From an optimization exercise on the open Yosys and OpenROAD flow, aimed at small area, a short achievable clock period and few clock cycles per item; shortcuts taken in it are not production practice.
In this exercise RTL edits were held to simulation tests only and were not proved equivalent to the original.
Power is estimated from default activity; no workload was simulated.

==> design.v <==
module si4464_rf_encoder #(
    parameter [31:0] FREQ_MIN_HZ    = 32'd400000000,
    parameter [31:0] FREQ_MAX_HZ    = 32'd406000000,
    parameter [31:0] BAND_MID_HZ    = 32'd403000000,
    parameter [7:0]  INT_LOW        = 8'd61,
    parameter [7:0]  INT_HIGH       = 8'd62,
    parameter [31:0] REF_DIVISOR_HZ = 32'd6500000,
    parameter [31:0] XTAL_FREQ_HZ   = 32'd26000000
) (
    input  wire        clk,
    input  wire        rst,         
    input  wire        in_valid,
    output wire        in_ready,
    input  wire [63:0] in_word,     
    input  wire [31:0] in_rb,       
    output reg         out_valid,
    input  wire        out_ready,
    output wire [3:0]  out_status,  
    output wire [2:0]  out_len,     
    output wire [39:0] out_data     
);
    wire [7:0]  opc     = in_word[63:56];
    wire        is_freq = (opc == 8'h11);
    wire        is_dr   = (opc == 8'h12) && (in_word[55:16] == 40'd0);
    wire [31:0] freq_hz = in_word[31:0];
    wire        hi_ok   = (freq_hz[31:28] == 4'd1) &&
                          (freq_hz[27] ? (freq_hz[26:22] == 5'd0) : (freq_hz[26:22] == 5'd31));
    wire [1:0]  osr_sel  = in_rb[27:26];
    wire [25:0] nco_mode = in_rb[25:0];
    wire        q_nz = (nco_mode >= 26'd26000000);     
    wire        q2   = (nco_mode >= 26'd52000000);     
    reg  [1:0]  t_in;
    always @(*) begin
        case (osr_sel)
            2'd1:    t_in = q2 ? 2'd3 : 2'd2;
            2'd2:    t_in = q2 ? 2'd2 : 2'd1;
            default: t_in = q2 ? 2'd1 : 2'd0;
        endcase
    end
    wire [23:0] adj_in = opc[1] ? {21'd0, q_nz, t_in} : in_word[55:32];
    reg         s1_valid;
    reg         s1_freq, s1_dr, s1_hi;
    reg  [21:0] s1_x;
    reg         s1_f27;
    reg  [23:0] s1_adj;
    wire [21:0] x   = s1_x;
    wire [21:0] xn  = ~x;
    wire        f27 = s1_f27;
    wire        s1_band = s1_hi && (s1_f27 ? (s1_x <= 22'd3346816) : (s1_x >= 22'd1541120));
    wire        low = !s1_f27 || (s1_x < 22'd346816);
    wire [23:0] adj = s1_adj;
    wire [15:0] bps   = s1_x[15:0];
    wire [1:0]  t     = s1_adj[1:0];
    wire [18:0] bps_t = {3'd0, bps} << t;
    wire [20:0] dr_a  = {bps_t, 2'b00};
    wire [18:0] dr_b  = bps_t;
    wire        sel_d = s1_dr && s1_adj[2];
    wire        sel_f = !s1_dr;
    wire ha0_s, ha0_c;
    si4464_ha u_ha0 (.a(x[19]), .b(x[17]), .s(ha0_s), .co(ha0_c));
    wire ha1_s, ha1_c;
    si4464_ha u_ha1 (.a(x[20]), .b(x[18]), .s(ha1_s), .co(ha1_c));
    wire ha2_s, ha2_c;
    si4464_ha u_ha2 (.a(x[21]), .b(x[19]), .s(ha2_s), .co(ha2_c));
    wire ha3_s, ha3_c;
    si4464_ha u_ha3 (.a(x[20]), .b(x[16]), .s(ha3_s), .co(ha3_c));
    wire ha4_s, ha4_c;
    si4464_ha u_ha4 (.a(x[21]), .b(x[16]), .s(ha4_s), .co(ha4_c));
    wire ha5_s, ha5_c;
    si4464_ha u_ha5 (.a(x[17]), .b(x[11]), .s(ha5_s), .co(ha5_c));
    wire ha6_s, ha6_c;
    si4464_ha u_ha6 (.a(x[19]), .b(x[13]), .s(ha6_s), .co(ha6_c));
    wire fa0_s, fa0_c;
    si4464_fa u_fa0 (.a(x[16]), .b(x[13]), .c(x[10]), .s(fa0_s), .co(fa0_c));
    wire fa1_s, fa1_c;
    si4464_fa u_fa1 (.a(x[17]), .b(x[14]), .c(x[11]), .s(fa1_s), .co(fa1_c));
    wire ha7_s, ha7_c;
    si4464_ha u_ha7 (.a(x[9]), .b(x[5]), .s(ha7_s), .co(ha7_c));
    wire fa2_s, fa2_c;
    si4464_fa u_fa2 (.a(x[18]), .b(x[15]), .c(x[12]), .s(fa2_s), .co(fa2_c));
    wire fa3_s, fa3_c;
    si4464_fa u_fa3 (.a(x[10]), .b(x[6]), .c(x[1]), .s(fa3_s), .co(fa3_c));
    wire ha8_s, ha8_c;
    assign ha8_s = !xn[4];
    assign ha8_c = xn[4];
    wire fa4_s, fa4_c;
    si4464_fa u_fa4 (.a(x[19]), .b(x[16]), .c(x[13]), .s(fa4_s), .co(fa4_c));
    wire fa5_s, fa5_c;
    si4464_fa u_fa5 (.a(x[11]), .b(x[7]), .c(x[2]), .s(fa5_s), .co(fa5_c));
    wire fa6_s, fa6_c;
    si4464_fa u_fa6 (.a(x[20]), .b(x[17]), .c(x[14]), .s(fa6_s), .co(fa6_c));
    wire fa7_s, fa7_c;
    si4464_fa u_fa7 (.a(x[12]), .b(x[8]), .c(x[3]), .s(fa7_s), .co(fa7_c));
    wire fa8_s, fa8_c;
    si4464_fa u_fa8 (.a(x[21]), .b(x[18]), .c(x[15]), .s(fa8_s), .co(fa8_c));
    wire fa9_s, fa9_c;
    si4464_fa u_fa9 (.a(x[13]), .b(x[9]), .c(x[4]), .s(fa9_s), .co(fa9_c));
    wire fa10_s, fa10_c;
    si4464_fa u_fa10 (.a(x[19]), .b(x[16]), .c(x[14]), .s(fa10_s), .co(fa10_c));
    wire fa11_s, fa11_c;
    si4464_fa u_fa11 (.a(x[10]), .b(x[5]), .c(f27), .s(fa11_s), .co(fa11_c));
    wire fa12_s, fa12_c;
    si4464_fa u_fa12 (.a(x[20]), .b(x[17]), .c(x[15]), .s(fa12_s), .co(fa12_c));
    wire fa13_s, fa13_c;
    si4464_fa u_fa13 (.a(x[11]), .b(x[6]), .c(x[0]), .s(fa13_s), .co(fa13_c));
    wire ha9_s, ha9_c;
    assign ha9_s = !xn[9];
    assign ha9_c = xn[9];
    wire fa14_s, fa14_c;
    si4464_fa u_fa14 (.a(x[21]), .b(x[18]), .c(x[16]), .s(fa14_s), .co(fa14_c));
    wire fa15_s, fa15_c;
    si4464_fa u_fa15 (.a(x[12]), .b(x[7]), .c(x[1]), .s(fa15_s), .co(fa15_c));
    wire fa16_s, fa16_c;
    assign fa16_s = !(xn[10] ^ xn[3]);
    assign fa16_c = xn[10] | xn[3];
    wire fa17_s, fa17_c;
    si4464_fa u_fa17 (.a(x[13]), .b(x[8]), .c(x[2]), .s(fa17_s), .co(fa17_c));
    wire fa18_s, fa18_c;
    assign fa18_s = !(x[0] ^ f27);
    assign fa18_c = x[0] | f27;
    wire fa19_s, fa19_c;
    si4464_fa u_fa19 (.a(xn[11]), .b(xn[4]), .c(ha0_s), .s(fa19_s), .co(fa19_c));
    wire fa20_s, fa20_c;
    si4464_fa u_fa20 (.a(x[14]), .b(x[9]), .c(x[3]), .s(fa20_s), .co(fa20_c));
    wire fa21_s, fa21_c;
    assign fa21_s = !(x[1] ^ xn[12]);
    assign fa21_c = x[1] | xn[12];
    wire fa22_s, fa22_c;
    si4464_fa u_fa22 (.a(xn[5]), .b(ha1_s), .c(ha0_c), .s(fa22_s), .co(fa22_c));
    wire fa23_s, fa23_c;
    si4464_fa u_fa23 (.a(x[15]), .b(x[10]), .c(x[4]), .s(fa23_s), .co(fa23_c));
    wire fa24_s, fa24_c;
    si4464_fa u_fa24 (.a(x[2]), .b(x[0]), .c(xn[13]), .s(fa24_s), .co(fa24_c));
    wire fa25_s, fa25_c;
    si4464_fa u_fa25 (.a(xn[6]), .b(ha2_s), .c(ha1_c), .s(fa25_s), .co(fa25_c));
    wire fa26_s, fa26_c;
    si4464_fa u_fa26 (.a(x[11]), .b(x[5]), .c(x[3]), .s(fa26_s), .co(fa26_c));
    wire fa27_s, fa27_c;
    si4464_fa u_fa27 (.a(x[1]), .b(f27), .c(xn[14]), .s(fa27_s), .co(fa27_c));
    wire fa28_s, fa28_c;
    si4464_fa u_fa28 (.a(xn[7]), .b(ha3_s), .c(ha2_c), .s(fa28_s), .co(fa28_c));
    wire fa29_s, fa29_c;
    si4464_fa u_fa29 (.a(x[21]), .b(x[17]), .c(x[12]), .s(fa29_s), .co(fa29_c));
    wire fa30_s, fa30_c;
    si4464_fa u_fa30 (.a(x[6]), .b(x[4]), .c(x[2]), .s(fa30_s), .co(fa30_c));
    wire fa31_s, fa31_c;
    si4464_fa u_fa31 (.a(xn[15]), .b(xn[8]), .c(ha3_c), .s(fa31_s), .co(fa31_c));
    wire fa32_s, fa32_c;
    si4464_fa u_fa32 (.a(x[18]), .b(x[13]), .c(x[7]), .s(fa32_s), .co(fa32_c));
    wire fa33_s, fa33_c;
    si4464_fa u_fa33 (.a(x[5]), .b(x[3]), .c(x[0]), .s(fa33_s), .co(fa33_c));
    wire fa34_s, fa34_c;
    si4464_fa u_fa34 (.a(f27), .b(xn[16]), .c(xn[9]), .s(fa34_s), .co(fa34_c));
    wire fa35_s, fa35_c;
    si4464_fa u_fa35 (.a(x[19]), .b(x[14]), .c(x[8]), .s(fa35_s), .co(fa35_c));
    wire fa36_s, fa36_c;
    si4464_fa u_fa36 (.a(x[6]), .b(x[4]), .c(x[1]), .s(fa36_s), .co(fa36_c));
    wire fa37_s, fa37_c;
    assign fa37_s = !(xn[17] ^ xn[10]);
    assign fa37_c = xn[17] | xn[10];
    wire fa38_s, fa38_c;
    si4464_fa u_fa38 (.a(x[20]), .b(x[15]), .c(x[9]), .s(fa38_s), .co(fa38_c));
    wire fa39_s, fa39_c;
    si4464_fa u_fa39 (.a(x[7]), .b(x[5]), .c(x[2]), .s(fa39_s), .co(fa39_c));
    wire fa40_s, fa40_c;
    si4464_fa u_fa40 (.a(x[0]), .b(xn[18]), .c(xn[11]), .s(fa40_s), .co(fa40_c));
    wire fa41_s, fa41_c;
    si4464_fa u_fa41 (.a(x[10]), .b(x[8]), .c(x[6]), .s(fa41_s), .co(fa41_c));
    wire fa42_s, fa42_c;
    assign fa42_s = !(x[3] ^ x[1]);
    assign fa42_c = x[3] | x[1];
    wire fa43_s, fa43_c;
    si4464_fa u_fa43 (.a(xn[19]), .b(xn[12]), .c(ha4_s), .s(fa43_s), .co(fa43_c));
    wire fa44_s, fa44_c;
    si4464_fa u_fa44 (.a(x[9]), .b(x[7]), .c(x[4]), .s(fa44_s), .co(fa44_c));
    wire fa45_s, fa45_c;
    si4464_fa u_fa45 (.a(x[2]), .b(f27), .c(xn[20]), .s(fa45_s), .co(fa45_c));
    wire fa46_s, fa46_c;
    si4464_fa u_fa46 (.a(xn[13]), .b(ha5_s), .c(ha4_c), .s(fa46_s), .co(fa46_c));
    wire fa47_s, fa47_c;
    si4464_fa u_fa47 (.a(x[18]), .b(x[12]), .c(x[10]), .s(fa47_s), .co(fa47_c));
    wire fa48_s, fa48_c;
    si4464_fa u_fa48 (.a(x[8]), .b(x[5]), .c(x[3]), .s(fa48_s), .co(fa48_c));
    wire fa49_s, fa49_c;
    si4464_fa u_fa49 (.a(xn[21]), .b(xn[14]), .c(ha5_c), .s(fa49_s), .co(fa49_c));
    wire fa50_s, fa50_c;
    si4464_fa u_fa50 (.a(x[11]), .b(x[9]), .c(x[6]), .s(fa50_s), .co(fa50_c));
    wire fa51_s, fa51_c;
    si4464_fa u_fa51 (.a(x[4]), .b(!f27), .c(adj[0]), .s(fa51_s), .co(fa51_c));
    wire fa52_s, fa52_c;
    assign fa52_s = !(xn[15] ^ ha6_s);
    assign fa52_c = xn[15] | ha6_s;
    wire fa53_s, fa53_c;
    si4464_fa u_fa53 (.a(x[20]), .b(x[14]), .c(x[12]), .s(fa53_s), .co(fa53_c));
    wire fa54_s, fa54_c;
    si4464_fa u_fa54 (.a(x[10]), .b(x[7]), .c(x[5]), .s(fa54_s), .co(fa54_c));
    wire fa55_s, fa55_c;
    si4464_fa u_fa55 (.a(adj[1]), .b(xn[16]), .c(ha6_c), .s(fa55_s), .co(fa55_c));
    wire fa56_s, fa56_c;
    si4464_fa u_fa56 (.a(x[21]), .b(x[15]), .c(x[13]), .s(fa56_s), .co(fa56_c));
    wire fa57_s, fa57_c;
    si4464_fa u_fa57 (.a(x[11]), .b(x[8]), .c(x[6]), .s(fa57_s), .co(fa57_c));
    wire ha10_s, ha10_c;
    si4464_ha u_ha10 (.a(adj[2]), .b(xn[17]), .s(ha10_s), .co(ha10_c));
    wire fa58_s, fa58_c;
    si4464_fa u_fa58 (.a(x[16]), .b(x[14]), .c(x[12]), .s(fa58_s), .co(fa58_c));
    wire fa59_s, fa59_c;
    si4464_fa u_fa59 (.a(x[9]), .b(x[7]), .c(f27), .s(fa59_s), .co(fa59_c));
    wire ha11_s, ha11_c;
    si4464_ha u_ha11 (.a(adj[3]), .b(xn[18]), .s(ha11_s), .co(ha11_c));
    wire fa60_s, fa60_c;
    si4464_fa u_fa60 (.a(x[17]), .b(x[15]), .c(x[13]), .s(fa60_s), .co(fa60_c));
    wire fa61_s, fa61_c;
    si4464_fa u_fa61 (.a(x[10]), .b(x[8]), .c(adj[4]), .s(fa61_s), .co(fa61_c));
    wire ha12_s, ha12_c;
    assign ha12_s = !xn[19];
    assign ha12_c = xn[19];
    wire fa62_s, fa62_c;
    si4464_fa u_fa62 (.a(x[18]), .b(x[16]), .c(x[14]), .s(fa62_s), .co(fa62_c));
    wire fa63_s, fa63_c;
    si4464_fa u_fa63 (.a(x[11]), .b(x[9]), .c(adj[5]), .s(fa63_s), .co(fa63_c));
    wire ha13_s, ha13_c;
    assign ha13_s = !xn[20];
    assign ha13_c = xn[20];
    wire fa64_s, fa64_c;
    si4464_fa u_fa64 (.a(x[19]), .b(x[17]), .c(x[15]), .s(fa64_s), .co(fa64_c));
    wire fa65_s, fa65_c;
    si4464_fa u_fa65 (.a(x[12]), .b(x[10]), .c(adj[6]), .s(fa65_s), .co(fa65_c));
    wire fa66_s, fa66_c;
    si4464_fa u_fa66 (.a(x[20]), .b(x[18]), .c(x[16]), .s(fa66_s), .co(fa66_c));
    wire ha14_s, ha14_c;
    si4464_ha u_ha14 (.a(x[13]), .b(x[11]), .s(ha14_s), .co(ha14_c));
    wire fa67_s, fa67_c;
    si4464_fa u_fa67 (.a(x[21]), .b(x[19]), .c(x[17]), .s(fa67_s), .co(fa67_c));
    wire ha15_s, ha15_c;
    si4464_ha u_ha15 (.a(x[20]), .b(x[18]), .s(ha15_s), .co(ha15_c));
    wire fa68_s, fa68_c;
    si4464_fa u_fa68 (.a(x[8]), .b(x[4]), .c(!f27), .s(fa68_s), .co(fa68_c));
    wire fa69_s, fa69_c;
    assign fa69_s = !(x[0] ^ xn[3]);
    assign fa69_c = x[0] | xn[3];
    wire ha16_s, ha16_c;
    si4464_ha u_ha16 (.a(ha7_s), .b(fa0_c), .s(ha16_s), .co(ha16_c));
    wire fa70_s, fa70_c;
    si4464_fa u_fa70 (.a(ha8_s), .b(ha7_c), .c(fa1_c), .s(fa70_s), .co(fa70_c));
    wire fa71_s, fa71_c;
    si4464_fa u_fa71 (.a(fa2_s), .b(fa3_s), .c(!low), .s(fa71_s), .co(fa71_c));
    wire fa72_s, fa72_c;
    si4464_fa u_fa72 (.a(xn[5]), .b(ha8_c), .c(fa2_c), .s(fa72_s), .co(fa72_c));
    wire fa73_s, fa73_c;
    si4464_fa u_fa73 (.a(fa3_c), .b(fa4_s), .c(fa5_s), .s(fa73_s), .co(fa73_c));
    wire fa74_s, fa74_c;
    assign fa74_s = !(xn[6] ^ fa4_c);
    assign fa74_c = xn[6] | fa4_c;
    wire fa75_s, fa75_c;
    si4464_fa u_fa75 (.a(fa5_c), .b(fa6_s), .c(fa7_s), .s(fa75_s), .co(fa75_c));
    wire fa76_s, fa76_c;
    si4464_fa u_fa76 (.a(xn[7]), .b(xn[0]), .c(fa6_c), .s(fa76_s), .co(fa76_c));
    wire fa77_s, fa77_c;
    si4464_fa u_fa77 (.a(fa7_c), .b(fa8_s), .c(fa9_s), .s(fa77_s), .co(fa77_c));
    wire fa78_s, fa78_c;
    si4464_fa u_fa78 (.a(xn[8]), .b(xn[1]), .c(fa8_c), .s(fa78_s), .co(fa78_c));
    wire fa79_s, fa79_c;
    si4464_fa u_fa79 (.a(fa9_c), .b(fa10_s), .c(fa11_s), .s(fa79_s), .co(fa79_c));
    wire fa80_s, fa80_c;
    si4464_fa u_fa80 (.a(xn[2]), .b(ha9_s), .c(fa10_c), .s(fa80_s), .co(fa80_c));
    wire fa81_s, fa81_c;
    si4464_fa u_fa81 (.a(fa11_c), .b(fa12_s), .c(fa13_s), .s(fa81_s), .co(fa81_c));
    wire fa82_s, fa82_c;
    si4464_fa u_fa82 (.a(ha9_c), .b(fa16_s), .c(fa12_c), .s(fa82_s), .co(fa82_c));
    wire fa83_s, fa83_c;
    si4464_fa u_fa83 (.a(fa13_c), .b(fa14_s), .c(fa15_s), .s(fa83_s), .co(fa83_c));
    wire fa84_s, fa84_c;
    si4464_fa u_fa84 (.a(fa18_s), .b(fa16_c), .c(fa14_c), .s(fa84_s), .co(fa84_c));
    wire fa85_s, fa85_c;
    si4464_fa u_fa85 (.a(fa15_c), .b(fa17_s), .c(fa19_s), .s(fa85_s), .co(fa85_c));
    wire fa86_s, fa86_c;
    si4464_fa u_fa86 (.a(fa18_c), .b(fa21_s), .c(fa17_c), .s(fa86_s), .co(fa86_c));
    wire fa87_s, fa87_c;
    si4464_fa u_fa87 (.a(fa20_s), .b(fa19_c), .c(fa22_s), .s(fa87_s), .co(fa87_c));
    wire fa88_s, fa88_c;
    si4464_fa u_fa88 (.a(fa21_c), .b(fa20_c), .c(fa23_s), .s(fa88_s), .co(fa88_c));
    wire fa89_s, fa89_c;
    si4464_fa u_fa89 (.a(fa24_s), .b(fa22_c), .c(fa25_s), .s(fa89_s), .co(fa89_c));
    wire fa90_s, fa90_c;
    si4464_fa u_fa90 (.a(fa23_c), .b(fa26_s), .c(fa24_c), .s(fa90_s), .co(fa90_c));
    wire fa91_s, fa91_c;
    si4464_fa u_fa91 (.a(fa27_s), .b(fa25_c), .c(fa28_s), .s(fa91_s), .co(fa91_c));
    wire fa92_s, fa92_c;
    si4464_fa u_fa92 (.a(fa26_c), .b(fa29_s), .c(fa30_s), .s(fa92_s), .co(fa92_c));
    wire fa93_s, fa93_c;
    si4464_fa u_fa93 (.a(fa27_c), .b(fa28_c), .c(fa31_s), .s(fa93_s), .co(fa93_c));
    wire fa94_s, fa94_c;
    si4464_fa u_fa94 (.a(fa29_c), .b(fa30_c), .c(fa32_s), .s(fa94_s), .co(fa94_c));
    wire fa95_s, fa95_c;
    si4464_fa u_fa95 (.a(fa33_s), .b(fa34_s), .c(fa31_c), .s(fa95_s), .co(fa95_c));
    wire fa96_s, fa96_c;
    si4464_fa u_fa96 (.a(fa37_s), .b(fa32_c), .c(fa33_c), .s(fa96_s), .co(fa96_c));
    wire fa97_s, fa97_c;
    si4464_fa u_fa97 (.a(fa35_s), .b(fa36_s), .c(fa34_c), .s(fa97_s), .co(fa97_c));
    wire fa98_s, fa98_c;
    si4464_fa u_fa98 (.a(fa37_c), .b(fa35_c), .c(fa36_c), .s(fa98_s), .co(fa98_c));
    wire fa99_s, fa99_c;
    si4464_fa u_fa99 (.a(fa38_s), .b(fa39_s), .c(fa40_s), .s(fa99_s), .co(fa99_c));
    wire fa100_s, fa100_c;
    si4464_fa u_fa100 (.a(fa42_s), .b(fa38_c), .c(fa39_c), .s(fa100_s), .co(fa100_c));
    wire fa101_s, fa101_c;
    si4464_fa u_fa101 (.a(fa41_s), .b(fa40_c), .c(fa43_s), .s(fa101_s), .co(fa101_c));
    wire fa102_s, fa102_c;
    si4464_fa u_fa102 (.a(fa42_c), .b(fa41_c), .c(fa44_s), .s(fa102_s), .co(fa102_c));
    wire fa103_s, fa103_c;
    si4464_fa u_fa103 (.a(fa45_s), .b(fa43_c), .c(fa46_s), .s(fa103_s), .co(fa103_c));
    wire fa104_s, fa104_c;
    si4464_fa u_fa104 (.a(fa44_c), .b(fa47_s), .c(fa48_s), .s(fa104_s), .co(fa104_c));
    wire fa105_s, fa105_c;
    si4464_fa u_fa105 (.a(fa45_c), .b(fa46_c), .c(fa49_s), .s(fa105_s), .co(fa105_c));
    wire fa106_s, fa106_c;
    si4464_fa u_fa106 (.a(fa47_c), .b(fa48_c), .c(fa50_s), .s(fa106_s), .co(fa106_c));
    wire fa107_s, fa107_c;
    si4464_fa u_fa107 (.a(fa51_s), .b(fa52_s), .c(fa49_c), .s(fa107_s), .co(fa107_c));
    wire fa108_s, fa108_c;
    si4464_fa u_fa108 (.a(fa50_c), .b(fa51_c), .c(fa53_s), .s(fa108_s), .co(fa108_c));
    wire fa109_s, fa109_c;
    si4464_fa u_fa109 (.a(fa54_s), .b(fa52_c), .c(fa55_s), .s(fa109_s), .co(fa109_c));
    wire fa110_s, fa110_c;
    si4464_fa u_fa110 (.a(ha10_s), .b(fa53_c), .c(fa54_c), .s(fa110_s), .co(fa110_c));
    wire fa111_s, fa111_c;
    si4464_fa u_fa111 (.a(fa56_s), .b(fa57_s), .c(fa55_c), .s(fa111_s), .co(fa111_c));
    wire fa112_s, fa112_c;
    si4464_fa u_fa112 (.a(ha11_s), .b(ha10_c), .c(fa56_c), .s(fa112_s), .co(fa112_c));
    wire fa113_s, fa113_c;
    si4464_fa u_fa113 (.a(fa57_c), .b(fa58_s), .c(fa59_s), .s(fa113_s), .co(fa113_c));
    wire fa114_s, fa114_c;
    si4464_fa u_fa114 (.a(ha12_s), .b(ha11_c), .c(fa58_c), .s(fa114_s), .co(fa114_c));
    wire fa115_s, fa115_c;
    si4464_fa u_fa115 (.a(fa59_c), .b(fa60_s), .c(fa61_s), .s(fa115_s), .co(fa115_c));
    wire fa116_s, fa116_c;
    si4464_fa u_fa116 (.a(ha12_c), .b(ha13_s), .c(fa60_c), .s(fa116_s), .co(fa116_c));
    wire fa117_s, fa117_c;
    si4464_fa u_fa117 (.a(fa61_c), .b(fa62_s), .c(fa63_s), .s(fa117_s), .co(fa117_c));
    wire fa118_s, fa118_c;
    si4464_fa u_fa118 (.a(xn[21]), .b(ha13_c), .c(fa62_c), .s(fa118_s), .co(fa118_c));
    wire fa119_s, fa119_c;
    si4464_fa u_fa119 (.a(fa63_c), .b(fa64_s), .c(fa65_s), .s(fa119_s), .co(fa119_c));
    wire fa120_s, fa120_c;
    si4464_fa u_fa120 (.a(!f27), .b(adj[7]), .c(ha14_s), .s(fa120_s), .co(fa120_c));
    wire fa121_s, fa121_c;
    si4464_fa u_fa121 (.a(fa64_c), .b(fa65_c), .c(fa66_s), .s(fa121_s), .co(fa121_c));
    wire fa122_s, fa122_c;
    si4464_fa u_fa122 (.a(x[14]), .b(x[12]), .c(adj[8]), .s(fa122_s), .co(fa122_c));
    wire fa123_s, fa123_c;
    si4464_fa u_fa123 (.a(ha14_c), .b(fa66_c), .c(fa67_s), .s(fa123_s), .co(fa123_c));
    wire fa124_s, fa124_c;
    si4464_fa u_fa124 (.a(x[15]), .b(x[13]), .c(f27), .s(fa124_s), .co(fa124_c));
    wire fa125_s, fa125_c;
    si4464_fa u_fa125 (.a(adj[9]), .b(ha15_s), .c(fa67_c), .s(fa125_s), .co(fa125_c));
    wire fa126_s, fa126_c;
    si4464_fa u_fa126 (.a(x[21]), .b(x[19]), .c(x[16]), .s(fa126_s), .co(fa126_c));
    wire fa127_s, fa127_c;
    si4464_fa u_fa127 (.a(x[14]), .b(adj[10]), .c(ha15_c), .s(fa127_s), .co(fa127_c));
    wire fa128_s, fa128_c;
    si4464_fa u_fa128 (.a(x[20]), .b(x[17]), .c(x[15]), .s(fa128_s), .co(fa128_c));
    wire fa129_s, fa129_c;
    assign fa129_s = !(f27 ^ adj[11]);
    assign fa129_c = f27 | adj[11];
    wire fa130_s, fa130_c;
    si4464_fa u_fa130 (.a(x[21]), .b(x[18]), .c(x[16]), .s(fa130_s), .co(fa130_c));
    wire fa131_s, fa131_c;
    si4464_fa u_fa131 (.a(x[19]), .b(x[17]), .c(f27), .s(fa131_s), .co(fa131_c));
    wire ha17_s, ha17_c;
    si4464_ha u_ha17 (.a(x[20]), .b(x[18]), .s(ha17_s), .co(ha17_c));
    wire ha18_s, ha18_c;
    assign ha18_s = !xn[2];
    assign ha18_c = xn[2];
    wire fa132_s, fa132_c;
    si4464_fa u_fa132 (.a(fa69_s), .b(fa68_c), .c(fa1_s), .s(fa132_s), .co(fa132_c));
    wire fa133_s, fa133_c;
    si4464_fa u_fa133 (.a(fa69_c), .b(ha16_c), .c(fa70_s), .s(fa133_s), .co(fa133_c));
    wire fa134_s, fa134_c;
    si4464_fa u_fa134 (.a(fa70_c), .b(fa72_s), .c(fa73_s), .s(fa134_s), .co(fa134_c));
    wire fa135_s, fa135_c;
    si4464_fa u_fa135 (.a(fa74_s), .b(fa72_c), .c(fa73_c), .s(fa135_s), .co(fa135_c));
    wire fa136_s, fa136_c;
    si4464_fa u_fa136 (.a(fa74_c), .b(fa76_s), .c(fa75_c), .s(fa136_s), .co(fa136_c));
    wire fa137_s, fa137_c;
    si4464_fa u_fa137 (.a(fa76_c), .b(fa78_s), .c(fa77_c), .s(fa137_s), .co(fa137_c));
    wire fa138_s, fa138_c;
    si4464_fa u_fa138 (.a(fa78_c), .b(fa80_s), .c(fa79_c), .s(fa138_s), .co(fa138_c));
    wire fa139_s, fa139_c;
    si4464_fa u_fa139 (.a(fa80_c), .b(fa82_s), .c(fa81_c), .s(fa139_s), .co(fa139_c));
    wire fa140_s, fa140_c;
    si4464_fa u_fa140 (.a(fa82_c), .b(fa84_s), .c(fa83_c), .s(fa140_s), .co(fa140_c));
    wire fa141_s, fa141_c;
    si4464_fa u_fa141 (.a(fa84_c), .b(fa86_s), .c(fa85_c), .s(fa141_s), .co(fa141_c));
    wire fa142_s, fa142_c;
    si4464_fa u_fa142 (.a(fa86_c), .b(fa88_s), .c(fa87_c), .s(fa142_s), .co(fa142_c));
    wire fa143_s, fa143_c;
    si4464_fa u_fa143 (.a(fa88_c), .b(fa90_s), .c(fa89_c), .s(fa143_s), .co(fa143_c));
    wire fa144_s, fa144_c;
    si4464_fa u_fa144 (.a(fa92_s), .b(fa90_c), .c(fa91_c), .s(fa144_s), .co(fa144_c));
    wire fa145_s, fa145_c;
    si4464_fa u_fa145 (.a(fa92_c), .b(fa94_s), .c(fa95_s), .s(fa145_s), .co(fa145_c));
    wire fa146_s, fa146_c;
    si4464_fa u_fa146 (.a(fa96_s), .b(fa94_c), .c(fa97_s), .s(fa146_s), .co(fa146_c));
    wire fa147_s, fa147_c;
    si4464_fa u_fa147 (.a(fa96_c), .b(fa98_s), .c(fa97_c), .s(fa147_s), .co(fa147_c));
    wire fa148_s, fa148_c;
    si4464_fa u_fa148 (.a(fa98_c), .b(fa100_s), .c(fa99_c), .s(fa148_s), .co(fa148_c));
    wire fa149_s, fa149_c;
    si4464_fa u_fa149 (.a(fa100_c), .b(fa102_s), .c(fa101_c), .s(fa149_s), .co(fa149_c));
    wire fa150_s, fa150_c;
    si4464_fa u_fa150 (.a(fa102_c), .b(fa104_s), .c(fa103_c), .s(fa150_s), .co(fa150_c));
    wire fa151_s, fa151_c;
    si4464_fa u_fa151 (.a(fa104_c), .b(fa106_s), .c(fa107_s), .s(fa151_s), .co(fa151_c));
    wire fa152_s, fa152_c;
    si4464_fa u_fa152 (.a(fa106_c), .b(fa108_s), .c(fa107_c), .s(fa152_s), .co(fa152_c));
    wire fa153_s, fa153_c;
    si4464_fa u_fa153 (.a(fa110_s), .b(fa108_c), .c(fa111_s), .s(fa153_s), .co(fa153_c));
    wire fa154_s, fa154_c;
    si4464_fa u_fa154 (.a(fa110_c), .b(fa112_s), .c(fa113_s), .s(fa154_s), .co(fa154_c));
    wire fa155_s, fa155_c;
    si4464_fa u_fa155 (.a(fa112_c), .b(fa114_s), .c(fa113_c), .s(fa155_s), .co(fa155_c));
    wire fa156_s, fa156_c;
    si4464_fa u_fa156 (.a(fa114_c), .b(fa116_s), .c(fa115_c), .s(fa156_s), .co(fa156_c));
    wire fa157_s, fa157_c;
    si4464_fa u_fa157 (.a(fa116_c), .b(fa118_s), .c(fa117_c), .s(fa157_s), .co(fa157_c));
    wire fa158_s, fa158_c;
    si4464_fa u_fa158 (.a(fa120_s), .b(fa118_c), .c(fa119_c), .s(fa158_s), .co(fa158_c));
    wire fa159_s, fa159_c;
    si4464_fa u_fa159 (.a(fa122_s), .b(fa120_c), .c(fa121_c), .s(fa159_s), .co(fa159_c));
    wire fa160_s, fa160_c;
    si4464_fa u_fa160 (.a(fa122_c), .b(fa124_s), .c(fa125_s), .s(fa160_s), .co(fa160_c));
    wire fa161_s, fa161_c;
    si4464_fa u_fa161 (.a(fa124_c), .b(fa126_s), .c(fa127_s), .s(fa161_s), .co(fa161_c));
    wire fa162_s, fa162_c;
    si4464_fa u_fa162 (.a(fa129_s), .b(fa126_c), .c(fa128_s), .s(fa162_s), .co(fa162_c));
    wire fa163_s, fa163_c;
    si4464_fa u_fa163 (.a(adj[12]), .b(fa129_c), .c(fa128_c), .s(fa163_s), .co(fa163_c));
    wire fa164_s, fa164_c;
    assign fa164_s = !(adj[13] ^ fa130_c);
    assign fa164_c = adj[13] | fa130_c;
    wire fa165_s, fa165_c;
    assign fa165_s = !(adj[14] ^ ha17_s);
    assign fa165_c = adj[14] | ha17_s;
    wire fa166_s, fa166_c;
    si4464_fa u_fa166 (.a(x[21]), .b(x[19]), .c(adj[15]), .s(fa166_s), .co(fa166_c));
    wire ha19_s, ha19_c;
    si4464_ha u_ha19 (.a(x[20]), .b(f27), .s(ha19_s), .co(ha19_c));
    wire ha20_s, ha20_c;
    si4464_ha u_ha20 (.a(x[21]), .b(adj[17]), .s(ha20_s), .co(ha20_c));
    wire ha21_s, ha21_c;
    si4464_ha u_ha21 (.a(ha18_s), .b(fa68_s), .s(ha21_s), .co(ha21_c));
    wire fa167_s, fa167_c;
    si4464_fa u_fa167 (.a(ha18_c), .b(ha16_s), .c(fa132_s), .s(fa167_s), .co(fa167_c));
    wire fa168_s, fa168_c;
    si4464_fa u_fa168 (.a(fa132_c), .b(fa71_s), .c(fa133_s), .s(fa168_s), .co(fa168_c));
    wire fa169_s, fa169_c;
    si4464_fa u_fa169 (.a(fa71_c), .b(fa133_c), .c(fa134_s), .s(fa169_s), .co(fa169_c));
    wire fa170_s, fa170_c;
    si4464_fa u_fa170 (.a(fa75_s), .b(fa135_s), .c(fa134_c), .s(fa170_s), .co(fa170_c));
    wire fa171_s, fa171_c;
    si4464_fa u_fa171 (.a(fa77_s), .b(fa135_c), .c(fa136_s), .s(fa171_s), .co(fa171_c));
    wire fa172_s, fa172_c;
    si4464_fa u_fa172 (.a(fa79_s), .b(fa136_c), .c(fa137_s), .s(fa172_s), .co(fa172_c));
    wire fa173_s, fa173_c;
    si4464_fa u_fa173 (.a(fa81_s), .b(fa137_c), .c(fa138_s), .s(fa173_s), .co(fa173_c));
    wire fa174_s, fa174_c;
    si4464_fa u_fa174 (.a(fa83_s), .b(fa138_c), .c(fa139_s), .s(fa174_s), .co(fa174_c));
    wire fa175_s, fa175_c;
    si4464_fa u_fa175 (.a(fa85_s), .b(fa139_c), .c(fa140_s), .s(fa175_s), .co(fa175_c));
    wire fa176_s, fa176_c;
    si4464_fa u_fa176 (.a(fa87_s), .b(fa140_c), .c(fa141_s), .s(fa176_s), .co(fa176_c));
    wire fa177_s, fa177_c;
    si4464_fa u_fa177 (.a(fa89_s), .b(fa141_c), .c(fa142_s), .s(fa177_s), .co(fa177_c));
    wire fa178_s, fa178_c;
    si4464_fa u_fa178 (.a(fa91_s), .b(fa142_c), .c(fa143_s), .s(fa178_s), .co(fa178_c));
    wire fa179_s, fa179_c;
    si4464_fa u_fa179 (.a(fa93_s), .b(fa143_c), .c(fa144_s), .s(fa179_s), .co(fa179_c));
    wire fa180_s, fa180_c;
    si4464_fa u_fa180 (.a(fa93_c), .b(fa144_c), .c(fa145_s), .s(fa180_s), .co(fa180_c));
    wire fa181_s, fa181_c;
    si4464_fa u_fa181 (.a(fa95_c), .b(fa146_s), .c(fa145_c), .s(fa181_s), .co(fa181_c));
    wire fa182_s, fa182_c;
    si4464_fa u_fa182 (.a(fa99_s), .b(fa147_s), .c(fa146_c), .s(fa182_s), .co(fa182_c));
    wire fa183_s, fa183_c;
    si4464_fa u_fa183 (.a(fa101_s), .b(fa147_c), .c(fa148_s), .s(fa183_s), .co(fa183_c));
    wire fa184_s, fa184_c;
    si4464_fa u_fa184 (.a(fa103_s), .b(fa148_c), .c(fa149_s), .s(fa184_s), .co(fa184_c));
    wire fa185_s, fa185_c;
    si4464_fa u_fa185 (.a(fa105_s), .b(fa149_c), .c(fa150_s), .s(fa185_s), .co(fa185_c));
    wire fa186_s, fa186_c;
    si4464_fa u_fa186 (.a(fa105_c), .b(fa150_c), .c(fa151_s), .s(fa186_s), .co(fa186_c));
    wire fa187_s, fa187_c;
    si4464_fa u_fa187 (.a(fa109_s), .b(fa152_s), .c(fa151_c), .s(fa187_s), .co(fa187_c));
    wire fa188_s, fa188_c;
    si4464_fa u_fa188 (.a(fa109_c), .b(fa152_c), .c(fa153_s), .s(fa188_s), .co(fa188_c));
    wire fa189_s, fa189_c;
    si4464_fa u_fa189 (.a(fa111_c), .b(fa154_s), .c(fa153_c), .s(fa189_s), .co(fa189_c));
    wire fa190_s, fa190_c;
    si4464_fa u_fa190 (.a(fa115_s), .b(fa155_s), .c(fa154_c), .s(fa190_s), .co(fa190_c));
    wire fa191_s, fa191_c;
    si4464_fa u_fa191 (.a(fa117_s), .b(fa155_c), .c(fa156_s), .s(fa191_s), .co(fa191_c));
    wire fa192_s, fa192_c;
    si4464_fa u_fa192 (.a(fa119_s), .b(fa156_c), .c(fa157_s), .s(fa192_s), .co(fa192_c));
    wire fa193_s, fa193_c;
    si4464_fa u_fa193 (.a(fa121_s), .b(fa157_c), .c(fa158_s), .s(fa193_s), .co(fa193_c));
    wire fa194_s, fa194_c;
    si4464_fa u_fa194 (.a(fa123_s), .b(fa158_c), .c(fa159_s), .s(fa194_s), .co(fa194_c));
    wire fa195_s, fa195_c;
    si4464_fa u_fa195 (.a(fa123_c), .b(fa159_c), .c(fa160_s), .s(fa195_s), .co(fa195_c));
    wire fa196_s, fa196_c;
    si4464_fa u_fa196 (.a(fa125_c), .b(fa161_s), .c(fa160_c), .s(fa196_s), .co(fa196_c));
    wire fa197_s, fa197_c;
    si4464_fa u_fa197 (.a(fa127_c), .b(fa162_s), .c(fa161_c), .s(fa197_s), .co(fa197_c));
    wire fa198_s, fa198_c;
    si4464_fa u_fa198 (.a(fa130_s), .b(fa163_s), .c(fa162_c), .s(fa198_s), .co(fa198_c));
    wire fa199_s, fa199_c;
    si4464_fa u_fa199 (.a(fa131_s), .b(fa164_s), .c(fa163_c), .s(fa199_s), .co(fa199_c));
    wire fa200_s, fa200_c;
    si4464_fa u_fa200 (.a(fa131_c), .b(fa165_s), .c(fa164_c), .s(fa200_s), .co(fa200_c));
    wire fa201_s, fa201_c;
    si4464_fa u_fa201 (.a(ha17_c), .b(fa166_s), .c(fa165_c), .s(fa201_s), .co(fa201_c));
    wire fa202_s, fa202_c;
    si4464_fa u_fa202 (.a(adj[16]), .b(ha19_s), .c(fa166_c), .s(fa202_s), .co(fa202_c));
    wire fa203_s, fa203_c;
    assign fa203_s = !(ha20_s ^ ha19_c);
    assign fa203_c = ha20_s | ha19_c;
    wire fa204_s, fa204_c;
    si4464_fa u_fa204 (.a(f27), .b(adj[18]), .c(ha20_c), .s(fa204_s), .co(fa204_c));
    wire fa205_s, fa205_c;
    assign fa205_s = !(adj[19] ^ low);
    assign fa205_c = adj[19] | low;
    wire ha22_s, ha22_c;
    assign ha22_s = !adj[20];
    assign ha22_c = adj[20];
    wire ha23_s, ha23_c;
    assign ha23_s = !adj[21];
    assign ha23_c = adj[21];
    wire ha24_s, ha24_c;
    assign ha24_s = !adj[22];
    assign ha24_c = adj[22];
    wire g0 = ha21_s & fa0_s;
    wire p0 = ha21_s | fa0_s;
    wire g1 = fa167_s & ha21_c;
    wire p1 = fa167_s | ha21_c;
    wire g2 = fa168_s & fa167_c;
    wire p2 = fa168_s | fa167_c;
    wire g3 = fa169_s & fa168_c;
    wire p3 = fa169_s | fa168_c;
    wire g4 = fa170_s & fa169_c;
    wire p4 = fa170_s | fa169_c;
    wire g5 = fa171_s & fa170_c;
    wire p5 = fa171_s | fa170_c;
    wire g6 = fa172_s & fa171_c;
    wire p6 = fa172_s | fa171_c;
    wire g7 = fa173_s & fa172_c;
    wire p7 = fa173_s | fa172_c;
    wire g8 = fa174_s & fa173_c;
    wire p8 = fa174_s | fa173_c;
    wire g9 = fa175_s & fa174_c;
    wire p9 = fa175_s | fa174_c;
    wire g10 = fa176_s & fa175_c;
    wire p10 = fa176_s | fa175_c;
    wire g11 = fa177_s & fa176_c;
    wire p11 = fa177_s | fa176_c;
    wire g12 = fa178_s & fa177_c;
    wire p12 = fa178_s | fa177_c;
    wire g13 = fa179_s & fa178_c;
    wire p13 = fa179_s | fa178_c;
    wire g14 = fa180_s & fa179_c;
    wire p14 = fa180_s | fa179_c;
    wire g15 = fa181_s & fa180_c;
    wire p15 = fa181_s | fa180_c;
    wire g16 = fa182_s & fa181_c;
    wire p16 = fa182_s | fa181_c;
    wire g17 = fa183_s & fa182_c;
    wire p17 = fa183_s | fa182_c;
    wire g18 = fa184_s & fa183_c;
    wire p18 = fa184_s | fa183_c;
    wire g19 = fa185_s & fa184_c;
    wire p19 = fa185_s | fa184_c;
    wire a20 = (sel_f & fa186_s) | (sel_d & dr_a[0]);
    wire b20 = (sel_f & fa185_c) | (sel_d & dr_b[0]);
    wire a21 = (sel_f & fa187_s) | (sel_d & dr_a[1]);
    wire b21 = (sel_f & fa186_c) | (sel_d & dr_b[1]);
    wire a22 = (sel_f & fa188_s) | (sel_d & dr_a[2]);
    wire b22 = (sel_f & fa187_c) | (sel_d & dr_b[2]);
    wire a23 = (sel_f & fa189_s) | (sel_d & dr_a[3]);
    wire b23 = (sel_f & fa188_c) | (sel_d & dr_b[3]);
    wire a24 = (sel_f & fa190_s) | (sel_d & dr_a[4]);
    wire b24 = (sel_f & fa189_c) | (sel_d & dr_b[4]);
    wire a25 = (sel_f & fa191_s) | (sel_d & dr_a[5]);
    wire b25 = (sel_f & fa190_c) | (sel_d & dr_b[5]);
    wire a26 = (sel_f & fa192_s) | (sel_d & dr_a[6]);
    wire b26 = (sel_f & fa191_c) | (sel_d & dr_b[6]);
    wire a27 = (sel_f & fa193_s) | (sel_d & dr_a[7]);
    wire b27 = (sel_f & fa192_c) | (sel_d & dr_b[7]);
    wire a28 = (sel_f & fa194_s) | (sel_d & dr_a[8]);
    wire b28 = (sel_f & fa193_c) | (sel_d & dr_b[8]);
    wire a29 = (sel_f & fa195_s) | (sel_d & dr_a[9]);
    wire b29 = (sel_f & fa194_c) | (sel_d & dr_b[9]);
    wire a30 = (sel_f & fa196_s) | (sel_d & dr_a[10]);
    wire b30 = (sel_f & fa195_c) | (sel_d & dr_b[10]);
    wire a31 = (sel_f & fa197_s) | (sel_d & dr_a[11]);
    wire b31 = (sel_f & fa196_c) | (sel_d & dr_b[11]);
    wire a32 = (sel_f & fa198_s) | (sel_d & dr_a[12]);
    wire b32 = (sel_f & fa197_c) | (sel_d & dr_b[12]);
    wire a33 = (sel_f & fa199_s) | (sel_d & dr_a[13]);
    wire b33 = (sel_f & fa198_c) | (sel_d & dr_b[13]);
    wire a34 = (sel_f & fa200_s) | (sel_d & dr_a[14]);
    wire b34 = (sel_f & fa199_c) | (sel_d & dr_b[14]);
    wire a35 = (sel_f & fa201_s) | (sel_d & dr_a[15]);
    wire b35 = (sel_f & fa200_c) | (sel_d & dr_b[15]);
    wire a36 = (sel_f & fa202_s) | (sel_d & dr_a[16]);
    wire b36 = (sel_f & fa201_c) | (sel_d & dr_b[16]);
    wire a37 = (sel_f & fa203_s) | (sel_d & dr_a[17]);
    wire b37 = (sel_f & fa202_c) | (sel_d & dr_b[17]);
    wire a38 = (sel_f & fa204_s) | (sel_d & dr_a[18]);
    wire b38 = (sel_f & fa203_c) | (sel_d & dr_b[18]);
    wire a39 = (sel_f & fa205_s) | (sel_d & dr_a[19]);
    wire b39 = (sel_f & fa204_c) | (sel_d & 1'b0);
    wire a40 = (sel_f & ha22_s) | (sel_d & dr_a[20]);
    wire b40 = (sel_f & fa205_c) | (sel_d & 1'b0);
    wire a41 = (sel_f & ha23_s) | (sel_d & 1'b0);
    wire b41 = (sel_f & ha22_c) | (sel_d & 1'b0);
    wire a42 = ha24_s;
    wire b42 = ha23_c;
    wire a43 = !adj[23];
    wire b43 = ha24_c;
    wire a44 = 1'b1;
    wire b44 = 1'b0;
    wire m0_g = g1 | (p1 & g0);
    wire m1_g = g2 | (p2 & m0_g);
    wire m2_g = g4 | (p4 & g3);
    wire m2_p = p4 & p3;
    wire m3_g = m2_g | (m2_p & m1_g);
    wire m4_g = g6 | (p6 & g5);
    wire m4_p = p6 & p5;
    wire m5_g = g7 | (p7 & m4_g);
    wire m5_p = p7 & m4_p;
    wire m6_g = g9 | (p9 & g8);
    wire m6_p = p9 & p8;
    wire m7_g = m6_g | (m6_p & m5_g);
    wire m7_p = m6_p & m5_p;
    wire m8_g = m7_g | (m7_p & m3_g);
    wire m9_g = g11 | (p11 & g10);
    wire m9_p = p11 & p10;
    wire m10_g = g12 | (p12 & m9_g);
    wire m10_p = p12 & m9_p;
    wire m11_g = g14 | (p14 & g13);
    wire m11_p = p14 & p13;
    wire m12_g = m11_g | (m11_p & m10_g);
    wire m12_p = m11_p & m10_p;
    wire m13_g = g16 | (p16 & g15);
    wire m13_p = p16 & p15;
    wire m14_g = g17 | (p17 & m13_g);
    wire m14_p = p17 & m13_p;
    wire m15_g = g19 | (p19 & g18);
    wire m15_p = p19 & p18;
    wire m16_g = m15_g | (m15_p & m14_g);
    wire m16_p = m15_p & m14_p;
    wire m17_g = m16_g | (m16_p & m12_g);
    wire m17_p = m16_p & m12_p;
    wire m18_g = m17_g | (m17_p & m8_g);
    wire c20 = sel_f & m18_g;
    wire s20, c21;
    si4464_fa u_r20 (.a(a20), .b(b20), .c(c20), .s(s20), .co(c21));
    wire s21, c22;
    si4464_fa u_r21 (.a(a21), .b(b21), .c(c21), .s(s21), .co(c22));
    wire s22, c23;
    si4464_fa u_r22 (.a(a22), .b(b22), .c(c22), .s(s22), .co(c23));
    wire s23, c24;
    si4464_fa u_r23 (.a(a23), .b(b23), .c(c23), .s(s23), .co(c24));
    wire s24, c25;
    si4464_fa u_r24 (.a(a24), .b(b24), .c(c24), .s(s24), .co(c25));
    wire s25, c26;
    si4464_fa u_r25 (.a(a25), .b(b25), .c(c25), .s(s25), .co(c26));
    wire s26, c27;
    si4464_fa u_r26 (.a(a26), .b(b26), .c(c26), .s(s26), .co(c27));
    wire s27, c28;
    si4464_fa u_r27 (.a(a27), .b(b27), .c(c27), .s(s27), .co(c28));
    wire s28, c29;
    si4464_fa u_r28 (.a(a28), .b(b28), .c(c28), .s(s28), .co(c29));
    wire s29, c30;
    si4464_fa u_r29 (.a(a29), .b(b29), .c(c29), .s(s29), .co(c30));
    wire s30, c31;
    si4464_fa u_r30 (.a(a30), .b(b30), .c(c30), .s(s30), .co(c31));
    wire s31, c32;
    si4464_fa u_r31 (.a(a31), .b(b31), .c(c31), .s(s31), .co(c32));
    wire s32, c33;
    si4464_fa u_r32 (.a(a32), .b(b32), .c(c32), .s(s32), .co(c33));
    wire s33, c34;
    si4464_fa u_r33 (.a(a33), .b(b33), .c(c33), .s(s33), .co(c34));
    wire s34, c35;
    si4464_fa u_r34 (.a(a34), .b(b34), .c(c34), .s(s34), .co(c35));
    wire s35, c36;
    si4464_fa u_r35 (.a(a35), .b(b35), .c(c35), .s(s35), .co(c36));
    wire s36, c37;
    si4464_fa u_r36 (.a(a36), .b(b36), .c(c36), .s(s36), .co(c37));
    wire s37, c38;
    si4464_fa u_r37 (.a(a37), .b(b37), .c(c37), .s(s37), .co(c38));
    wire s38, c39;
    si4464_fa u_r38 (.a(a38), .b(b38), .c(c38), .s(s38), .co(c39));
    wire s39, c40;
    si4464_fa u_r39 (.a(a39), .b(b39), .c(c39), .s(s39), .co(c40));
    wire s40, c41;
    si4464_fa u_r40 (.a(a40), .b(b40), .c(c40), .s(s40), .co(c41));
    wire s41, c42;
    si4464_fa u_r41 (.a(a41), .b(b41), .c(c41), .s(s41), .co(c42));
    wire s42, c43;
    si4464_fa u_r42 (.a(a42), .b(b42), .c(c42), .s(s42), .co(c43));
    wire s43, c44;
    si4464_fa u_r43 (.a(a43), .b(b43), .c(c43), .s(s43), .co(c44));
    wire s44 = a44 ^ b44 ^ c44;
    wire [24:0] sum = {s44, s43, s42, s41, s40, s39, s38, s37, s36, s35, s34, s33, s32, s31, s30, s29, s28, s27, s26, s25, s24, s23, s22, s21, s20};
    wire        f_ok = s1_freq && s1_band && !sum[24];
    wire [1:0]  res_kind = f_ok ? 2'd0 : s1_dr ? 2'd1 : s1_freq ? 2'd2 : 2'd3;
    wire [26:0] res = {res_kind, !low, sum[23:0]};
    reg [26:0] h, k;
    reg        h_fok, h_nfok, h_dok, h_ndok, h_ok, h_fbad, h_ill;
    reg        k_valid, in_rdy;
    assign in_ready = in_rdy;
    wire take   = out_valid && out_ready;
    wire accept = in_valid && in_rdy;
    wire full   = out_valid && k_valid;
    wire move   = s1_valid && !full;        
    wire s1_en  = !(s1_valid && full);      
    wire h_en   = !out_valid || take;
    wire s1_valid_nx = s1_en ? accept : 1'b1;
    wire out_valid_nx = h_en ? (k_valid || move) : 1'b1;
    wire k_valid_nx = k_valid ? !take : (move && out_valid && !take);
    always @(posedge clk) begin
        if (rst) begin
            s1_valid  <= 1'b0;
            out_valid <= 1'b0;
            k_valid   <= 1'b0;
            in_rdy    <= 1'b1;
        end else begin
            s1_valid  <= s1_valid_nx;
            out_valid <= out_valid_nx;
            k_valid   <= k_valid_nx;
            in_rdy    <= !(s1_valid_nx && out_valid_nx && k_valid_nx);
        end
    end
    always @(posedge clk) begin
        if (s1_en) begin
            s1_freq <= is_freq;
            s1_dr   <= is_dr;
            s1_hi   <= hi_ok;
            s1_x    <= freq_hz[21:0];
            s1_f27  <= freq_hz[27];
            s1_adj  <= adj_in;
        end
    end
    wire [26:0] h_src  = k_valid ? k : res;
    wire [1:0]  h_kind = h_src[26:25];
    always @(posedge clk) begin
        if (!k_valid) k <= res;
        if (h_en) begin
            h      <= h_src;
            h_fok  <= (h_kind == 2'd0);
            h_nfok <= (h_kind != 2'd0);
            h_dok  <= (h_kind == 2'd1);
            h_ndok <= (h_kind != 2'd1);
            h_ok   <= !h_kind[1];
            h_fbad <= (h_kind == 2'd2);
            h_ill  <= (h_kind == 2'd3);
        end
    end
    wire        r_nhi  = h[24];
    wire [23:0] v      = h[23:0];
    assign out_status = {h_ill, h_ill, h_fbad, !h_ok};
    assign out_len    = {h_fok, h_dok, h_ok};
    assign out_data[39:32] = {1'b0, h_dok && v[21], h_fok || (h_dok && v[20]),
                              h_fok || (h_dok && v[19]), h_fok || (h_dok && v[18]),
                              h_fok || (h_dok && v[17]), h_dok && v[16],
                              (h_fok && r_nhi) || (h_dok && v[15])};
    assign out_data[31:24] = h_dok ? v[14:7] : 8'd0;
    assign out_data[23:16] = (h_fok ? v[23:16] : 8'd0) | (!h_ndok ? {v[6:0], 1'b0} : 8'd0);
    assign out_data[15:0]  = !h_nfok ? v[15:0] : 16'd0;
endmodule
module si4464_fa (input wire a, input wire b, input wire c,
                  output wire s, output wire co);
    assign s  = a ^ b ^ c;
    assign co = (a & b) | (a & c) | (b & c);
endmodule
module si4464_ha (input wire a, input wire b, output wire s, output wire co);
    assign s  = a ^ b;
    assign co = a & b;
endmodule
==> flow/run.sh <==
#!/bin/bash
# The standard layout: the standard.sh runs every ORFS step from
# synthesis to finish (its output is in standard.log, each tool's own log in
# orfs/logs/). Two settings differ from the defaults:
#  - the buffer ORFS puts on every input and output port is buf_1, the
#    smallest buffer, instead of clkdlybuf4s50_1;
#  - clock tree synthesis uses clkbuf_8 below a clkbuf_16 root and inserts
#    no dummy loads.
set -euo pipefail
export BUFFER_PORTS_ARGS="-buffer_cell sky130_fd_sc_hd__buf_1"
export CTS_ARGS="-sink_clustering_enable -repair_clock_nets -dont_use_dummy_load -buf_list sky130_fd_sc_hd__clkbuf_4 -sink_clustering_size 8 -sink_clustering_max_diameter 50 -root_buf sky130_fd_sc_hd__clkbuf_16"
bash standard.sh > standard.log 2>&1
==> standard.sh <==
#!/bin/bash
# synth_recipe.tcl (not shown) runs the flow's synth.tcl, then flattens the netlist and writes it again
# the make line also repeats each setting of config.mk as NAME=value (left out here)
make -C /OpenROAD-flow-scripts/flow DESIGN_CONFIG=/design/flow/config.mk WORK_HOME=/design/flow/orfs CLKGATE_MAP_FILE= SYNTH_SCRIPT=/design/flow/synth_recipe.tcl "${@:-finish}"
==> config.mk <==
export PLATFORM = sky130hd
export DESIGN_NAME = si4464_rf_encoder
export DESIGN_NICKNAME = si4464_rf_encoder
export VERILOG_FILES = /design/flow/design.v
export SDC_FILE = /design/flow/constraint.sdc
export NUM_CORES = 4
export LEC_CHECK = 0
export CAP_MARGIN = 20
export CORE_MARGIN = 2
export CORE_UTILIZATION = 40
export PLACE_DENSITY = 0.6
export SLEW_MARGIN = 20
export SYNTH_HIERARCHICAL = 1
==> constraint.sdc <==
create_clock -name core_clock -period 70.0 [get_ports {clk}]
set_input_delay 14.0000 -clock core_clock [delete_from_list [all_inputs] [get_ports {clk}]]
set_output_delay 14.0000 -clock core_clock [all_outputs]
set_load 0.01 [all_outputs]
==> summary.txt, run 1 <==
status=complete, no violations; initial antenna violation count=0; Final ANT Viol Nets=0; main area contributors after synthesis=fa_1, edfxtp_1, dfxtp_1, ha_1, inv_1; # clock sinks=between 100 and 150; Vias=6735; Post-CTS Resized=0; Mapped Area=10470 sq um; routed wl met2=11660 um; Ports=149; Max Transition Viols Final=0; FFs w/ async S/R, synth=0; RD Place Congestion=0.8578; Die Y=roughly 170 um; H-tree levels=4; DR WL met3=1678 um; port buffer count=roughly 140; share of cells above drive strength 1=0.07380; RSZ-0062 raised after global routing=no; Synth Register Bits=113; Final Skew=56.54 ps; via-per-instance ratio=5.193; Startpoint Class=flop; Synth area leader=fa_1; WL/cell=19.17 um; max incr delay on CP=650 ps; Mean Syn Cell Area=12.79 sq um; cells along the critical path=a22o_1 -> buf_1; Primary FF master, synth=edfxtp_1; Mapped Nets=between 1000 and 1500; final hold slack=468.3 ps; Root Buffer=clkbuf_16; DRC viols=0; Final Hold Fails=0; Leak Pwr=4.496 nW; maxcap violations=0; Initial Util=0.4041; Worst Setup End Kind=primary output; GRT overflow=0; Num CTS Buffers=17; Synth Warn #=7; setup ws final=54600 ps; HPWL after DPL=19080 um; Reg clk slew, reported paths=110 ps; CP max stage cell=edfxtp_1; first-pass GRT wire length=about 40000 um; crit-path max FO=14; fin nets=roughly 1300; Core ar.=between 20000 and 30000 sq um; largest net degree at the start of global routing=55; # diodes=0; VDD IR-drop max=0.01798 mV; hold buffer count at CTS=0; die area=27490 sq um; clk latency of the worst-skew pair=370 ps; Hold WC Path Type=reg2reg; Worst-Margin Slew=a little under 1000 ps; 1st-iter DRT viols=382; worst slack, placed=~54000 ps; required time worst endpoint=between 50000 and 60000 ps; first-pass detailed-route iteration total=5; Yosys top cell area share=0.4149; Met1 Wirelength=11170 um; Power Density=32.87 nW/um^2; CP Class=reg2out; DR top layer=met4; CTS tree=yes; slew margin rel.=0.3522; Max Root-Sink Buffers=2; DIE WIDTH=around 170 um; Setup-failing EPs final=0; FP Rows=just under 60; post-synthesis sequential area ratio=0.2944; setup total negative slack=0 ps; maximum clock frequency=0.06495 GHz; Distinct cells, synth=56; Routed WL=24860 um; worst path arrival time=1400 ps; Post-synth EDFFs=82; synthesis-to-finish area growth=10.35%; vias in the first global route=7131; # Post-CTS Setup Buffers=0; period utilization=0.2199; crit path time final=15400 ps; All-Layer GR Usage=0.1898; Post-Synthesis Cells=819
-- worst max-delay path, delay by kind of cell (launching register included) --
kind            cells  cell delay (ps)
buf+inv             1              160
compound gates      1              240
flops               1              650
-- modules after synthesis, one instance, submodules excluded --
module,flip-flops and latches,cells inside
si4464_rf_encoder,113,585
si4464_fa,0,1
si4464_ha,0,1
-- sequential cells by signal (all words and copies together), names as in the netlist --
register	cells
s1_valid	1
s1_freq	1
h_ndok	1
h_ill	1
h_fbad	1
h	25
k	27
k_valid	1
h_dok	1
s1_dr	1
h_fok	1
s1_f27	1
s1_adj	24
out_valid	1
h_nfok	1
in_rdy	1
s1_x	22
h_ok	1
s1_hi	1
-- power breakdown --
part,switching [W],internal (W)
sequential,0.00000766,0.000101
combinational,0.000125,0.000112
clock,0.0000213,0.0000132
-- final timing paths --
check                           cells past startpoint                to  slack [ps]        startpoint
worst max register to register                     39  h_ndok$_DFFE_PP_       54860  s1_f27$_DFFE_PN_
worst min register to register                      2     k[24]$_DFF_P_         470     k[24]$_DFF_P_
worst max-delay path                                2      out_data[32]       54600   h_fok$_DFFE_PP_
worst min-delay path                                2     k[24]$_DFF_P_         470     k[24]$_DFF_P_
-- cell usage after synthesis (all sizes together), types with 2 or more instances --
| master | n |
|---|---|
| o22ai | 8 |
| mux2 | 24 |
| and4b | 2 |
| fa | 217 |
| inv | 106 |
| and2 | 13 |
| nand2 | 21 |
| a21oi | 16 |
| o221ai | 3 |
| o21ai | 56 |
| a31oi | 7 |
| a211oi | 5 |
| edfxtp | 82 |
| nand2b | 3 |
| dfxtp | 31 |
| a221oi | 3 |
| nor2 | 25 |
| o21a | 3 |
| o311ai | 2 |
| nor4 | 11 |
| nand4 | 4 |
| nor3 | 7 |
| or2 | 5 |
| o211ai | 2 |
| clkbuf | 16 |
| a21o | 6 |
| mux2i | 13 |
| a22oi | 6 |
| nor4b | 2 |
| buf | 13 |
| o22a | 15 |
| nand3 | 7 |
| ha | 32 |
| nor2b | 36 |
| o31ai | 3 |
-- routing by layer --
layer  global-route usage  vias to the layer above
met5                    0                        -
met4              0.05331                        0
met3              0.03599                       23
met2               0.2998                      274
met1               0.2706                     3389
li1                     -                     3049
-- cell type report --
class                      count  area, sq um
timing repair buffer         155        653.1
fill                        2377        14360
tap                          335        419.2
clock buffer                  17        145.1
inverter                     106        397.9
multi-input combinational    571         6857
sequential                   113         3083
-- kinds of logic (layout without fill, tap and decap cells) --
logic type / after synthesis / in the layout / synth area share
adder cells (fa/ha/maj): 250 / 250 / 0.4541
AO/OA/AOI/OAI: 143 / 143 / 0.08878
other: 1 / 1 / 0.0003581
buffers and inverters: 135 / 278 / 0.05126
flip-flops: 113 / 113 / 0.2944
AND/OR/NAND/NOR: 140 / 140 / 0.07289
multiplexers: 37 / 37 / 0.03824
-- metrics by stage --
step,instances,total power [W],util,cell area (sq um)
floorplan,819,0.0002758,-,10470
global placement,1280,0.0003404,0.4403,11410
detailed placement,1280,0.0003462,0.4403,11410
CTS,1297,0.0003825,0.4459,11550
global route,1297,0.0004214,0.4459,11550
finish,1297,0.0003798,0.4459,11550
-- layout by cell type (no fill, tap or decap), types with 19 or more instances in the layout --
cell,synthesis,layout
buf_4,7,19
fa_1,217,217
edfxtp_1,82,82
nor2_1,24,24
inv_1,106,106
buf_1,3,136
o21ai_0,55,55
dfxtp_1,31,31
mux2_2,24,24
ha_1,32,32
nor2b_1,36,36
nand2_1,21,21
Testbench counts, summed over its fixed seeds: cycles 16,016, items 16,000.
==> run 2: changes to the inputs <==
--- a/flow/run.sh
+++ b/flow/run.sh
@@ -9,4 +9,4 @@
 set -euo pipefail
 export BUFFER_PORTS_ARGS="-buffer_cell sky130_fd_sc_hd__buf_1"
-export CTS_ARGS="-sink_clustering_enable -repair_clock_nets -dont_use_dummy_load -buf_list sky130_fd_sc_hd__clkbuf_4 -sink_clustering_size 8 -sink_clustering_max_diameter 50 -root_buf sky130_fd_sc_hd__clkbuf_16"
+export CTS_ARGS="-sink_clustering_enable -repair_clock_nets -dont_use_dummy_load -buf_list sky130_fd_sc_hd__clkbuf_8 -root_buf sky130_fd_sc_hd__clkbuf_16"
 bash standard.sh > standard.log 2>&1
--- a/config.mk
+++ b/config.mk
@@ -8,6 +8,6 @@
 export CAP_MARGIN = 20
 export CORE_MARGIN = 2
-export CORE_UTILIZATION = 40
-export PLACE_DENSITY = 0.6
+export CORE_UTILIZATION = 60
+export PLACE_DENSITY = 0.75
 export SLEW_MARGIN = 20
 export SYNTH_HIERARCHICAL = 1
==> summary.txt, run 2 <==
Placed Area=11280 sq um (was 11410 sq um); max incr delay on CP=580 ps (was 650 ps); Final Hold Fails=0 (unchanged); initial antenna violation count=0 (unchanged); Synth area leader=fa_1 (unchanged); first-pass detailed-route iteration total=5 (unchanged); Int Power=0.0002343 W (was 0.0002258 W); worst path arrival time=1350 ps (was 1400 ps); largest net degree at the start of global routing=55 (unchanged); Power Density=33.28 nW/um^2 (was 32.87 nW/um^2); maxcap violations=0 (unchanged); Synth Warn #=7 (unchanged); most frequent cells in the layout=fa_1, buf_1, inv_1, edfxtp_1, o21ai_0 (unchanged); Reg clk slew, reported paths=60 ps (was 110 ps); Root Buffer=clkbuf_16 (unchanged); port buffer count=136 (unchanged); Initial Util=0.6096 (was 0.4041); maximum clock frequency=0.06515 GHz (was 0.06495 GHz); top flop regs=k x27, h x25, s1_adj x24 (unchanged); via-per-instance ratio=5.793 (was 5.193); Post-synth EDFFs=82 (unchanged); hold buffer count at CTS=0 (unchanged); main area contributors after synthesis=fa_1, edfxtp_1, dfxtp_1, ha_1, inv_1 (unchanged); Pwr Total=0.0003835 W (was 0.0003798 W); final hold slack=471.8 ps (was 468.3 ps); Startpoint Class=flop (unchanged); Synth Register Bits=113 (unchanged); Leak Pwr=4.542 nW (was 4.496 nW); Post-Synthesis Cells=819 (unchanged); vias in the first global route=7353 (was 7131); required time worst endpoint=56000 ps (about the same); fin nets=1314 (was 1313); setup total negative slack=0 ps (unchanged); Max Root-Sink Buffers=2 (unchanged); Most flops, register=k (unchanged); Mean Syn Cell Area=12.79 sq um (unchanged); commonest non-fill, non-tap cell in the layout=fa_1 (unchanged); CP Class=reg2out (unchanged); max reg flops=27 (unchanged); switch share=0.3891 (was 0.4054); Setup-failing EPs final=0 (unchanged); fill cell count=1332 (was 2377); H-tree levels=4 (unchanged); slew margin rel.=0.2950 (was 0.3522); WL/cell=19.91 um (was 19.17 um); Primary FF master, synth=edfxtp_1 (unchanged); status=complete, no violations (unchanged); first-pass GRT wire length=37650 um (was 39860 um); CTS tree=yes (unchanged); crit-path max FO=16 (was 14); # Post-CTS Setup Buffers=0 (unchanged); # diodes=0 (unchanged); 1st-iter DRT viols=552 (was 382); die area=18520 sq um (was 27490 sq um); GRT overflow=0 (unchanged); DRC viols=0 (unchanged); # clock sinks=113 (unchanged); Distinct cells, synth=56 (unchanged); CP max stage cell=edfxtp_1 (unchanged); All-Layer GR Usage=0.2791 (was 0.1898); HPWL after DPL=18130 um (was 19080 um); post-synthesis sequential area ratio=0.2944 (unchanged); crit path time final=15350 ps (was 15400 ps); Clock Power Share=0.116 (was 0.091); cells along the critical path=a22o_1 -> buf_1 (unchanged); CP top delay family=flip-flops (unchanged); Vias=6882 (was 6735); Max Transition Viols Final=0 (unchanged); VDD IR-drop max=0.01798 mV (about the same); Final ANT Viol Nets=0 (unchanged); Post-CTS Resized=0 (unchanged); Num CTS Buffers=17 (unchanged); Core ar.=17180 sq um (was 25910 sq um); share of cells above drive strength 1=0.07477 (was 0.07380); Ports=149 (unchanged); Routed WL=23650 um (was 24860 um); Hold WC Path Type=reg2reg (unchanged); period utilization=0.2193 (was 0.2199); RSZ-0062 raised after global routing=no (unchanged); sequential power share=0.285 (about the same); Worst-Margin Slew=1031 ps (was 971.8 ps); FFs w/ async S/R, synth=0 (unchanged); Mapped Nets=1168 (unchanged); FP Rows=48 (was 59); RD Place Congestion=0.9463 (was 0.8578); most common cell in the synthesized netlist=fa_1 (unchanged); cell area after layout=11520 sq um (was 11550 sq um); commonest cells in the netlist=fa_1, inv_1, edfxtp_1, o21ai_0, nor2b_1 (unchanged); clk latency of the worst-skew pair=360 ps (was 370 ps); synthesis-to-finish area growth=10.06% (was 10.35%); WP buf/inv=1 (unchanged); P_sw=0.0001492 W (was 0.0001540 W); combinational group share of total power=0.600 (was 0.624); DIE WIDTH=136.1 um (was 165.8 um); Worst Setup End Kind=primary output (unchanged); Final Skew=28.39 ps (was 56.54 ps); Die Y=136.1 um (was 165.8 um); Mapped Area=10470 sq um (unchanged); Yosys top cell area share=0.4149 (unchanged)
## run 2: cell counts after synthesis
Identical to the previous run, type by type.
## run 2: layout make-up
class / instances / area, sq um / share of cell area
tap: 225 / 281.5 / 0.02443
multi-input combinational: 571 / 6857 / 0.5949
timing repair buffer: 156 / 660.6 / 0.05732
clock buffer: 17 / 245.2 / 0.02128
inverter: 106 / 397.9 / 0.03452
sequential: 113 / 3083 / 0.2675
## run 2: worst paths after layout
path,cells past startpoint,slack [ps],from,end
setup / recovery,2,54650,h_dok$_DFFE_PP_,out_data[32]
hold reg to reg,1,470,k[11]$_DFF_P_,k[11]$_DFF_P_
setup reg to reg,41,54760,s1_x[6]$_DFFE_PN_,h_ndok$_DFFE_PP_
hold / removal,1,470,k[11]$_DFF_P_,k[11]$_DFF_P_
## run 2: cell families after synthesis
group,Yosys count,synth area share
and+or+nand+nor,140,0.07289
adders and majority gates,250,0.4541
DFF,113,0.2944
other,1,0.0003581
AOI/OAI and AO/OA,143,0.08878
buffers and inverters,135,0.05126
muxes,37,0.03824
## run 2: worst register-to-register path: cells and delay by family (launching register included)
family	cells	cell delay (ps)
simple gates	4	640
fa+ha+maj	26	10530
flops	1	730
compound gates	11	3110
## run 2: power by group through the flow
stage / Combinational [W] / Clock (W) / Sequential (W)
5_1_grt: 0.000262 / 0.0000477 / 0.000111
3_3_place_gp: 0.000221 / 0 / 0.000110
4_1_cts: 0.000232 / 0.0000455 / 0.000109
2_1_floorplan: 0.000167 / 0 / 0.000109
6_report: 0.000230 / 0.0000443 / 0.000109
3_5_place_dp: 0.000232 / 0 / 0.000111
## run 2: Yosys stat by module (local to each module, per instance)
module	flip-flops and latches	area [sq um]	cells
si4464_fa	0	20.02	1
si4464_ha	0	12.51	1
si4464_rf_encoder	113	5914	585
## run 2: through the flow
| stage | util | instances | worst slack (ps) |
|---|---|---|---|
| global route | 0.6710 | 1188 | 54330 |
| CTS | 0.6710 | 1188 | 54620 |
| finish | 0.6710 | 1188 | 54650 |
| floorplan | - | 819 | 54680 |
| detailed placement | 0.6567 | 1171 | 54350 |
| global placement | 0.6567 | 1171 | 54360 |
## run 2: routing by layer
layer	global-route usage	part of all wire	up-vias
met3	0.07345	0.082	64
li1	-	-	3056
met1	0.3451	0.38	3474
met2	0.4732	0.51	288
met5	0	0	-
met4	0.1076	0.035	0

[re-timing with driven ports]
No port has a modelled driver above. Below, the same layouts with a new extraction and two added sets of constraints.
Step 1 assumes that a clkbuf_16 drives the clock port and a buf_2 every other input.
Step 2 also shifts input and output timing later by t, the mid clock arrival at the registers, as if the neighbouring blocks saw the same clock.
Slacks: ideal / step 1 / step 2; pairs: ideal / step 1.
run	t, ns	setup WS [ns]
run 1	0.395	54.604 / 54.555 / 54.330
run 2	0.393	54.652 / 54.606 / 54.372
After both steps setup and hold are still met in every run listed.
